What follows belongs to an exercise in optimizing a design on an open flow for small area, a short achievable clock period and few clock cycles; a production flow would make more cautious choices.
At most, simulation tests tie the RTL to the original design; equivalence was not proved.
No activity file was given, so power comes from the tool's default toggle rates.

Design sbmc_tick, start of the top module:
module sbmc_tick #(
    parameter integer DT        = 100,
    parameter integer SCALE     = 1000,
    parameter integer N_AVG     = 4,
    parameter integer MASK_BITS = 0
) (
    input  wire        clk,
    input  wire        rst,
    input  wire [31:0] cfg_dist_target,
    input  wire [7:0]  cfg_n_ramp,
    input  wire [15:0] cfg_dwell_ticks,
    input  wire [7:0]  cfg_spd_op,
    input  wire [7:0]  cfg_spd_step,
    input  wire [15:0] cfg_cmd_stop,
    input  wire [15:0] cfg_cmd_rev,
    input  wire        run,
    input  wire        tick,
    input  wire        smp_valid,
    output wire        smp_ready,
    input  wire [55:0] smp_data,
    output wire        drv_valid,
    input  wire        drv_ready,
    output wire [15:0] drv_data,
    output wire        busy,
    output wire        running,
    output wire        fault,
    output wire [1:0]  phase,
    output wire [7:0]  ramp,
    output wire [15:0] dwell,
    output wire [31:0] acc,
    output wire [31:0] vel,
    output wire [31:0] distance
);
    localparam [1:0] PH_ACCEL  = 2'd0,
                     PH_CRUISE = 2'd1,
                     PH_REV    = 2'd2,
                     PH_STOP   = 2'd3;
    localparam [28:0] QO_ZERO = -29'sd21;    
    reg        run_q;
    reg        fault_q;
    reg [1:0]  phase_q;
    reg [7:0]  ramp_q;
    reg [15:0] dwell_q;
    reg [11:0] acc_q;         
    reg [31:0] vel_q;
    reg [31:0] dist_q;
    reg [28:0] qo_q;          
    reg [3:0]  r_q;           
    reg        pend_q;        
  ...
For scale: ~2,400 cells after synthesis, about 300 flip-flops, roughly 310 I/O pins, about 0.020 sq mm of cells after synthesis.
clock: 10.0 ns
lec_check: 0
cap_margin: 20
core_margin: 2
core_utilization: 40
cts_buf_list: sky130_fd_sc_hd__clkbuf_4 sky130_fd_sc_hd__clkbuf_8
cts_cluster_diameter: 80
cts_cluster_size: 16
slew_margin: 20
standard.sh (not shown) runs the stock make flow with config.mk's settings and CLKGATE_MAP_FILE= SYNTH_SCRIPT=/design/flow/synth_recipe.tcl, a recipe that flattens the netlist after the stock synthesis.
==> flow/flow/run.sh <==
#!/bin/bash
set -euo pipefail
export SETUP_SLACK_MARGIN=6.75
export BUFFER_PORTS_ARGS="-buffer_cell sky130_fd_sc_hd__buf_2"
bash standard.sh > standard.log 2>&1
The starting point produced a clean layout.
Testbench counts at the start, summed over its fixed seeds: cycles 34,941.
Edit:
==> flow/flow/run.sh (replaced) <==
#!/bin/bash
set -euo pipefail
export SETUP_SLACK_MARGIN=6.6
export BUFFER_PORTS_ARGS="-buffer_cell sky130_fd_sc_hd__buf_2"
bash standard.sh > standard.log 2>&1
--- a/flow/config.mk
+++ b/flow/config.mk
@@ -10,5 +10,3 @@
 export CORE_UTILIZATION = 40
 export CTS_BUF_LIST = sky130_fd_sc_hd__clkbuf_4 sky130_fd_sc_hd__clkbuf_8
-export CTS_CLUSTER_DIAMETER = 80
-export CTS_CLUSTER_SIZE = 16
 export SLEW_MARGIN = 20
Effect:
- die area does not change
- non-clock buffer count goes down by 89
- fmax goes up by 3.3%
- routed wire length goes down by 4.7%
Edit:
--- a/flow/config.mk
+++ b/flow/config.mk
@@ -10,3 +10,5 @@
 export CORE_UTILIZATION = 40
 export CTS_BUF_LIST = sky130_fd_sc_hd__clkbuf_4 sky130_fd_sc_hd__clkbuf_8
+export CTS_CLUSTER_DIAMETER = 80
+export CTS_CLUSTER_SIZE = 16
 export SLEW_MARGIN = 20
Result: Cell area drops by 2.5%; worst hold slack improved by 19 ps; via count drops by 1.0%; critical path depth drops by 2; routed wire length drops by 1.6%; total power drops by 13%.
Edit:
--- a/flow/config.mk
+++ b/flow/config.mk
@@ -10,5 +10,4 @@
 export CORE_UTILIZATION = 40
 export CTS_BUF_LIST = sky130_fd_sc_hd__clkbuf_4 sky130_fd_sc_hd__clkbuf_8
-export CTS_CLUSTER_DIAMETER = 80
-export CTS_CLUSTER_SIZE = 16
+export PLACE_DENSITY = 0.75
 export SLEW_MARGIN = 20
Effect: The changed run produced a clean layout. Total power grows by 24%. Sequential share of layout area is lower by 1.0 points. Core utilization grows by 1.9 points. Hold slack is worse by 20 ps.


== the baseline ==
sbmc_tick, a different RTL version from the one above (not shown whole).
For scale: ~300 flip-flops, ~310 I/O pins.
export LEC_CHECK = 0
export CAP_MARGIN = 20
export CORE_MARGIN = 2
export CORE_UTILIZATION = 40
export SLEW_MARGIN = 20
create_clock -name core_clock -period 10.0 [get_ports {clk}]
==> flow/flow/run.sh <==
#!/bin/bash
set -euo pipefail
export SETUP_SLACK_MARGIN=6.3
export BUFFER_PORTS_ARGS="-buffer_cell sky130_fd_sc_hd__buf_2"
bash standard.sh > standard.log 2>&1
The baseline: full flow OK, the timing, DRC and antenna checks passed
Relative to the baseline, the following input files were edited for the candidate:
# the baseline
export LEC_CHECK = 0
export CAP_MARGIN = 20
export CORE_MARGIN = 2
export CORE_UTILIZATION = 40
export SLEW_MARGIN = 20
create_clock -name core_clock -period 10.0 [get_ports {clk}]
# the candidate
export LEC_CHECK = 0
export CAP_MARGIN = 20
export CORE_MARGIN = 2
export CORE_UTILIZATION = 40
export CTS_BUF_LIST = sky130_fd_sc_hd__clkbuf_4 sky130_fd_sc_hd__clkbuf_8
export SLEW_MARGIN = 20
create_clock -name core_clock -period 10.0 [get_ports {clk}]
==> flow/flow/run.sh <==
#!/bin/bash
set -euo pipefail
export SETUP_SLACK_MARGIN=6.6
export BUFFER_PORTS_ARGS="-buffer_cell sky130_fd_sc_hd__buf_2"
bash standard.sh > standard.log 2>&1
==> summary.txt <==
The startpoint of the worst setup timing path comes out s_q[10] in one run and s_q[11] in the other, namely in the baseline and the candidate respectively. | smallest setup slack after layout | the candidate vs the baseline | better |. Looking at number of standard cells in the final layout excluding fillers, the candidate sits above the baseline. | global-route usage | the candidate vs the baseline | 0.35 points higher |. Higher total power goes to the candidate over the baseline.
No run of this note included a check of the RTL's function; only the layout flow was run.


build 70:
sbmc_tick with an RTL version that a note above also has.
Size: roughly 2400 cells after synthesis, ~300 flip-flops, ~310 I/O pins, roughly 0.020 sq mm of cells after synthesis.
==> flow/design.v (excerpt) <==
module sbmc_tick #(
    parameter integer DT        = 100,
    parameter integer SCALE     = 1000,
    parameter integer N_AVG     = 4,
    parameter integer MASK_BITS = 0
) (
    input  wire        clk,
    input  wire        rst,
    input  wire [31:0] cfg_dist_target,
    input  wire [7:0]  cfg_n_ramp,
    input  wire [15:0] cfg_dwell_ticks,
    input  wire [7:0]  cfg_spd_op,
    input  wire [7:0]  cfg_spd_step,
    input  wire [15:0] cfg_cmd_stop,
    input  wire [15:0] cfg_cmd_rev,
    input  wire        run,
    input  wire        tick,
    input  wire        smp_valid,
    output wire        smp_ready,
    input  wire [55:0] smp_data,
    output wire        drv_valid,
    input  wire        drv_ready,
    output wire [15:0] drv_data,
    output wire        busy,
    output wire        running,
    output wire        fault,
    output wire [1:0]  phase,
    output wire [7:0]  ramp,
    output wire [15:0] dwell,
    output wire [31:0] acc,
    output wire [31:0] vel,
    output wire [31:0] distance
);
==> flow/config.mk <==
export PLATFORM = sky130hd
export DESIGN_NAME = sbmc_tick
export DESIGN_NICKNAME = sbmc_tick
export VERILOG_FILES = /design/flow/design.v
export SDC_FILE = /design/flow/constraint.sdc
export NUM_CORES = 4
export LEC_CHECK = 0
export CAP_MARGIN = 20
export CORE_MARGIN = 2
export CORE_UTILIZATION = 40
export CTS_BUF_LIST = sky130_fd_sc_hd__clkbuf_4 sky130_fd_sc_hd__clkbuf_8
export SLEW_MARGIN = 20
==> flow/constraint.sdc <==
create_clock -name core_clock -period 10.0 [get_ports {clk}]
set_input_delay 2.0000 -clock core_clock [delete_from_list [all_inputs] [get_ports {clk}]]
set_output_delay 2.0000 -clock core_clock [all_outputs]
set_load 0.01 [all_outputs]
==> flow/flow/run.sh <==
#!/bin/bash
set -euo pipefail
export SETUP_SLACK_MARGIN=6.7
export BUFFER_PORTS_ARGS="-buffer_cell sky130_fd_sc_hd__buf_2"
bash standard.sh > standard.log 2>&1
Testbench counts of build 70, summed over its fixed seeds: cycles 34,941.
diff inputs: build 70 => build 69
- swapping sky130_fd_sc_hd__clkbuf_4 sky130_fd_sc_hd__clkbuf_8 for sky130_fd_sc_hd__clkbuf_4 in CTS_BUF_LIST
==> flow/flow/run.sh <==
#!/bin/bash
set -euo pipefail
export SETUP_SLACK_MARGIN=6.6
export BUFFER_PORTS_ARGS="-buffer_cell sky130_fd_sc_hd__buf_2"
bash standard.sh > standard.log 2>&1
[summary]
- [compare] base=build 70 new=build 69: achievable clock frequency increased by 0.012 GHz relative to the old numbers; clock share of power decreased by 2.5 points relative to the old numbers; power consumed by sequential cells has remained practically unchanged.
- NOTE: critical path depth in build 69 falls short of that of build 70
- Where count of routing violations after the opening detailed-route iteration is concerned, build 70 is outperformed by build 69.
- Build 69 vs build 70, start point of the critical path: dd_q[15] vs smp_data[1]
- Compared with build 70, build 69 degrades sum of net half-perimeters after detailed placement.
- Power of the combinational group down about 10% in build 69 wrt build 70
- Compared with build 70, in build 69 combinational power share has decreased; number of standard cells in the final layout excluding fillers has increased; met2 capacity usage during global routing has increased.
For build 78, these inputs were changed with respect to build 69:
- changing CTS_BUF_LIST from sky130_fd_sc_hd__clkbuf_4 to sky130_fd_sc_hd__clkbuf_4 sky130_fd_sc_hd__clkbuf_8
==> flow/flow/run.sh <==
#!/bin/bash
set -euo pipefail
export SETUP_SLACK_MARGIN=7.0
export BUFFER_PORTS_ARGS="-buffer_cell sky130_fd_sc_hd__buf_2"
bash standard.sh > standard.log 2>&1
Results
Build 78 has completed all stages; timing, DRC and antenna checks passed.
In build 78, final design area excluding fillers is higher than in build 69.
Build 78 ends up with higher post-CTS setup-driven buffer insertion count than build 69 does.
Looking at worst setup path endpoint, the drv_data[15] result is from build 69; the s_q[10] one comes from build 78.
Build 69 → build 78: number of filler instances in the final layout now smaller; total met3 wirelength after detailed routing now larger.
Relative to build 69, shortest clock period the worst path allows after layout has increased by 0.12 ns in build 78.
In build 78 relative to build 69, per-cell via count in the routed design had gone up slightly.
Summary of build 78 over build 69: non-clock buffer share of cell area up 6.0 points; combinational cell fraction of total power up 1.4 points; met3 usage down 0.41 points.
Inputs modified between build 78 and build 86:
==> flow/flow/run.sh <==
#!/bin/bash
set -euo pipefail
export SETUP_SLACK_MARGIN=6.5
export BUFFER_PORTS_ARGS="-buffer_cell sky130_fd_sc_hd__buf_2"
bash standard.sh > standard.log 2>&1
Switching share of power (higher): build 78. Y dimension of the die came out exactly the same in build 78 and build 86. NOTE: global-route wire length before repair in build 86 falls short of that of build 78. The final reports for build 86 and build 78 show maximum vdd drop lower in the former. The run showing the smaller total routing resource utilization after global routing is build 86. Relative to build 78, the final cell area reported for build 86 is lower. In build 86, the final period demand of the worst path came out 0.049 ns above the value in build 78. Sort build 78 and build 86 by endpoint arrival time on the critical path, ascending, and build 78 comes first.
The inputs of build 20 differ from those of build 86 as listed below.
- changing CTS_BUF_LIST from sky130_fd_sc_hd__clkbuf_4 sky130_fd_sc_hd__clkbuf_8 to sky130_fd_sc_hd__clkbuf_8 sky130_fd_sc_hd__clkbuf_16
- setting CTS_CLUSTER_DIAMETER to 60 for the first time
- setting CTS_CLUSTER_SIZE to 24 for the first time
==> flow/flow/run.sh <==
#!/bin/bash
set -euo pipefail
export SETUP_SLACK_MARGIN=6.6
export BUFFER_PORTS_ARGS="-buffer_cell sky130_fd_sc_hd__buf_2"
bash standard.sh > standard.log 2>&1
Notes after the runs:
Build 20 was carried through to the last stage, and its layout satisfied the timing, DRC and antenna checks. Higher actual slew at the worst max-slew pin among build 86 and build 20: build 20. Diff build 86..build 20 | count of fill cells added during filler insertion | negligible. Compared with build 86, in build 20 switching part of the total power higher, total design power went up about 1.9%.

static timing again, ports no longer ideal:
In the flow no input, the clock included, has a driving cell. The finished layouts below were timed again as built, in two steps.
Step 1 sets driving cells, clkbuf_16 on the clock port and buf_2 on the other inputs (assumed; they add their load-dependent delay and slew).
Step 2 also shifts input and output timing later by t, the mid clock arrival at the registers, as if the neighbouring blocks saw the same clock.
Three values: ideal ports, drivers, drivers and shift; two values: the first two.
run | t (ns) | slack for setup (ns) | worst hold slack (ns)
the first run of note 1 | 0.691 | 6.380 / 6.397 / 5.707 | 0.463 / 0.463 / 0.463
the second run of note 1 | 0.696 | 6.497 / 6.515 / 5.819 | 0.446 / 0.446 / 0.446
the third run of note 1 | 0.670 | 6.461 / 6.483 / 5.813 | 0.465 / 0.465 / 0.465
the fourth run of note 1 | 0.705 | 6.357 / 6.356 / 5.651 | 0.444 / 0.444 / 0.444
the baseline | 0.607 | 6.238 / 6.238 / 5.764 | 0.434 / 0.434 / 0.434
the candidate | 0.698 | 6.423 / 6.415 / 5.717 | 0.431 / 0.431 / 0.431
build 70 | 0.700 | 6.421 / 6.443 / 5.743 | 0.441 / 0.441 / 0.441
build 69 | 0.855 | 6.569 / 6.515 / 5.761 | 0.442 / 0.442 / 0.442
build 78 | 0.718 | 6.449 / 6.451 / 5.733 | 0.430 / 0.430 / 0.430
build 86 | 0.720 | 6.400 / 6.420 / 5.700 | 0.428 / 0.428 / 0.428
build 20 | 0.602 | 6.376 / 6.403 / 5.801 | 0.460 / 0.460 / 0.460
After both steps every run listed still meets setup and hold. The setup slack of build 69, which loses most, moves by -0.054 ns with the drivers and by -0.808 ns with both steps.
